This design comes from an exercise in tuning for a short achievable clock period and few clock cycles on the open sky130 flow, not from production work. Only simulation tests tie the RTL to the original design; equivalence was not proved. No activity file was given, so power comes from the tool's default toggle rates.

Setup of violet:
// intc_timer
module intc_timer (
    input  wire        clk,
    input  wire        rst,
    input  wire        cmd_valid,
    output reg         cmd_ready,
    input  wire [2:0]  cmd_op,
    input  wire [23:0] cmd_arg,
    input  wire [7:0]  cmd_data,
    output reg         rsp_valid,
    output reg  [7:0]  rsp_data,
    output wire [2:0]  pend,
    output reg  [1:0]  irq_line,
    output reg  [15:0] irq_vector
);
    localparam [2:0] OP_POWER    = 3'd0;
    localparam [2:0] OP_STEP     = 3'd1;
    localparam [2:0] OP_READ     = 3'd2;
    localparam [2:0] OP_WRITE    = 3'd3;
    localparam [2:0] OP_LINE     = 3'd4;
    localparam [2:0] OP_BOUNDARY = 3'd5;
    localparam [15:0] VEC_TIQ  = 16'hFFFA;
    localparam [15:0] VEC_IRQ1 = 16'hFFF8;
    localparam [15:0] VEC_IRQ2 = 16'hFFF6;
    localparam [2:0] HOLD = 3'd6;      
    function nvc;
        input [2:0]  op;
        input [2:0]  sel;
        input        d0;
  ...
For scale: about 700 flip-flops, about 69 I/O pins.
==> flow/config.mk <==
export PLATFORM = sky130hd
export DESIGN_NAME = intc_timer
export DESIGN_NICKNAME = intc_timer
export VERILOG_FILES = /design/flow/design.v
export SDC_FILE = /design/flow/constraint.sdc
export NUM_CORES = 4
export LEC_CHECK = 0
export ABC_CLOCK_PERIOD_IN_PS = 2200
export CAP_MARGIN = 20
export CORE_MARGIN = 2
export CORE_UTILIZATION = 40
export SETUP_SLACK_MARGIN = 3.6
export SLEW_MARGIN = 20
export TNS_END_PERCENT = 100
==> flow/constraint.sdc <==
create_clock -name core_clock -period 6.0 [get_ports {clk}]
set_input_delay 1.2000 -clock core_clock [delete_from_list [all_inputs] [get_ports {clk}]]
set_output_delay 1.2000 -clock core_clock [all_outputs]
set_load 0.01 [all_outputs]
run.sh (not shown) runs the stock make flow with config.mk's settings and CLKGATE_MAP_FILE= SYNTH_SCRIPT=/design/flow/synth_recipe.tcl, a recipe that flattens the netlist after the stock synthesis.
Testbench counts of violet, summed over its fixed seeds: cycles 5,072.
diff inputs: violet => raven
Settings: a change of CORE_UTILIZATION from 40 to 45; a change of SETUP_SLACK_MARGIN from 3.6 to 3.2.
Findings:
Looking at sequential share of layout area, raven sits 3.2 points higher than violet does.
Compared to violet, the routing of raven uses less wire.
Horizontal die dimension: raven < violet
Diff violet -> raven: clock network power share grew by 2.6 points, floorplan die area shrank by 8700 sq um.
On overall power of the completed layout: between raven and violet, it ends up higher for violet.
Worst slack at placement sits higher in raven than in violet.
Both conditions hold for raven: the flow ran to the end and the final layout passed the timing, DRC and antenna checks.
[compare] base=violet new=raven: minimum period implied by the final worst setup slack went up, design area now sits lower, total vias in the final route -852.
The following lists how delta was set up differently from raven:
Settings: CORE_UTILIZATION: 45 -> 40; SETUP_SLACK_MARGIN: 3.2 -> 3.5.
Findings:
- No stage failed in delta, and the final checks on the layout all came back clean.
- Diff raven -> delta | post-detailed-route wirelength per cell | increase of about 0.35%
- The flip-flop and latch count was comparable across delta and raven.
- Changes observed in delta relative to raven: height of the die up 6.0%; number of well-tap cells placed went up.
## Diff of input files: juniper against delta
Settings: changing SETUP_SLACK_MARGIN from 3.5 to 3.7.
[summary]
Wire length of the first global-routing pass: juniper > delta. Relative to delta, the clock group power measured on juniper has decreased by a few percent. As far as proportion of register bits with asynchronous set or reset after synthesis goes, delta and juniper are indistinguishable; the numbers are identical. juniper against delta; met1 wire length is up slightly. The portion of the clock cycle consumed by the worst path in the final layout reported for juniper is smaller than that of delta by 0.68 points. Summary of juniper over delta: design area now larger; count of multi-input combinational gates comparable. Relative contribution of combinational cells to total power: higher on juniper.


## before
Another version of the RTL of intc_timer (not shown whole).
Size in the first run: ~720 flip-flops, about 69 I/O pins, about 0.029 sq mm of cells after synthesis.
Design intc_timer, start of the top module:
module intc_timer (
    input  wire        clk,
    input  wire        rst,
    input  wire        cmd_valid,
    output reg         cmd_ready,
    input  wire [2:0]  cmd_op,
    input  wire [23:0] cmd_arg,
    input  wire [7:0]  cmd_data,
    output reg         rsp_valid,
    output reg  [7:0]  rsp_data,
    output wire [2:0]  pend,
    output reg  [1:0]  irq_line,
    output reg  [15:0] irq_vector
);
    localparam [2:0] OP_POWER    = 3'd0;
    localparam [2:0] OP_STEP     = 3'd1;
    localparam [2:0] OP_READ     = 3'd2;
    localparam [2:0] OP_WRITE    = 3'd3;
    localparam [2:0] OP_LINE     = 3'd4;
    localparam [2:0] OP_BOUNDARY = 3'd5;
    localparam [15:0] VEC_TIQ  = 16'hFFFA;
    localparam [15:0] VEC_IRQ1 = 16'hFFF8;
    localparam [15:0] VEC_IRQ2 = 16'hFFF6;
    localparam [2:0] HOLD = 3'd4;    
    function [7:0] dstep;
        input [7:0] r;
        input       q;
        input [8:0] m;
        reg   [9:0] t;
        begin
            t = {1'b0, r, q} - {1'b0, m};
            dstep = t[9] ? {r[6:0], q} : t[7:0];
        end
    endfunction
    function [7:0] rstep;
        input [7:0] r;
        input [8:0] m;
        input [2:0] s;
        reg  [16:0] ms;
        begin
            ms = {8'b0, m} << s;
            rstep = ({9'b0, r} >= ms) ? r - ms[7:0] : r;
        end
    endfunction
    reg        s0_v;
    reg [2:0]  s0_op;
    reg [23:0] s0_arg;
    reg [7:0]  s0_data;
    reg [2:0]  bc;          
    wire s0_nv;                        
    wire s0_adv = s0_v && (bc == 3'd0 || !s0_nv);     
  ...
==> flow/config.mk <==
export PLATFORM = sky130hd
export DESIGN_NAME = intc_timer
export DESIGN_NICKNAME = intc_timer
export VERILOG_FILES = /design/flow/design.v
export SDC_FILE = /design/flow/constraint.sdc
export NUM_CORES = 4
export LEC_CHECK = 0
export ABC_CLOCK_PERIOD_IN_PS = 1000
export CAP_MARGIN = 20
export CORE_MARGIN = 2
export CORE_UTILIZATION = 55
export PLACE_DENSITY = 0.7
export SETUP_SLACK_MARGIN = 4.0
export SLEW_MARGIN = 20
export TNS_END_PERCENT = 100
==> flow/constraint.sdc <==
create_clock -name core_clock -period 6.0 [get_ports {clk}]
set_input_delay 1.2000 -clock core_clock [delete_from_list [all_inputs] [get_ports {clk}]]
set_output_delay 1.2000 -clock core_clock [all_outputs]
set_load 0.01 [all_outputs]
Testbench counts of before, summed over its fixed seeds: cycles 5,034.
What after does differently from before at the input level:
Settings: swapping 55 for 40 in CORE_UTILIZATION; clearing PLACE_DENSITY, which used to be 0.7.
Results
[diff] cell area after layout, after relative to before: regression. after vs before: maximum clock rate up by a few percent. Diff before -> after: met3 capacity usage during global routing went down; effective utilization at floorplan went down; number of cells traversed by the worst hold path did not really move.

port drivers added, routing unchanged:
Ports are ideal in the flow. The routed layouts listed here were re-timed in OpenROAD. Step 1 (the two cells are an assumption about what drives the block):
set clk [get_ports {clk}]
set_driving_cell -lib_cell sky130_fd_sc_hd__clkbuf_16 $clk
set_driving_cell -lib_cell sky130_fd_sc_hd__buf_2 [delete_from_list [all_inputs] $clk]
Step 2 times the ports against the registers' clock, not the clock port: input delays grow and output delays shrink by t, the midpoint of the rising clock arrivals with the driver on. Three values: ideal ports, drivers, drivers and shift; two values: the first two.
| run | t, ns | slack for setup (ns) | hold slack, ns | slew at the worst register clock pin (ns) | cell pins on the clock port's net |
|---|---|---|---|---|---|
| violet | 0.673 | 3.451 / 3.423 / 2.961 | 0.320 / 0.320 / 0.320 | 0.06 / 0.06 | 1 |
| raven | 0.672 | 3.261 / 3.199 / 2.692 | 0.316 / 0.316 / 0.316 | 0.07 / 0.07 | 1 |
| delta | 0.676 | 3.328 / 3.328 / 2.896 | 0.311 / 0.311 / 0.311 | 0.07 / 0.07 | 1 |
| juniper | 0.681 | 3.369 / 3.369 / 3.004 | 0.309 / 0.309 / 0.309 | 0.07 / 0.07 | 1 |
| before | 0.663 | 1.285 / 1.285 / 1.285 | 0.316 / 0.316 / 0.316 | 0.07 / 0.07 | 1 |
| after | 0.678 | 1.383 / 1.383 / 1.383 | 0.307 / 0.307 / 0.307 | 0.07 / 0.07 | 1 |
After both steps every run listed still meets setup and hold. The setup slack of raven, which loses most, moves by -0.062 ns with the drivers and by -0.569 ns with both steps.
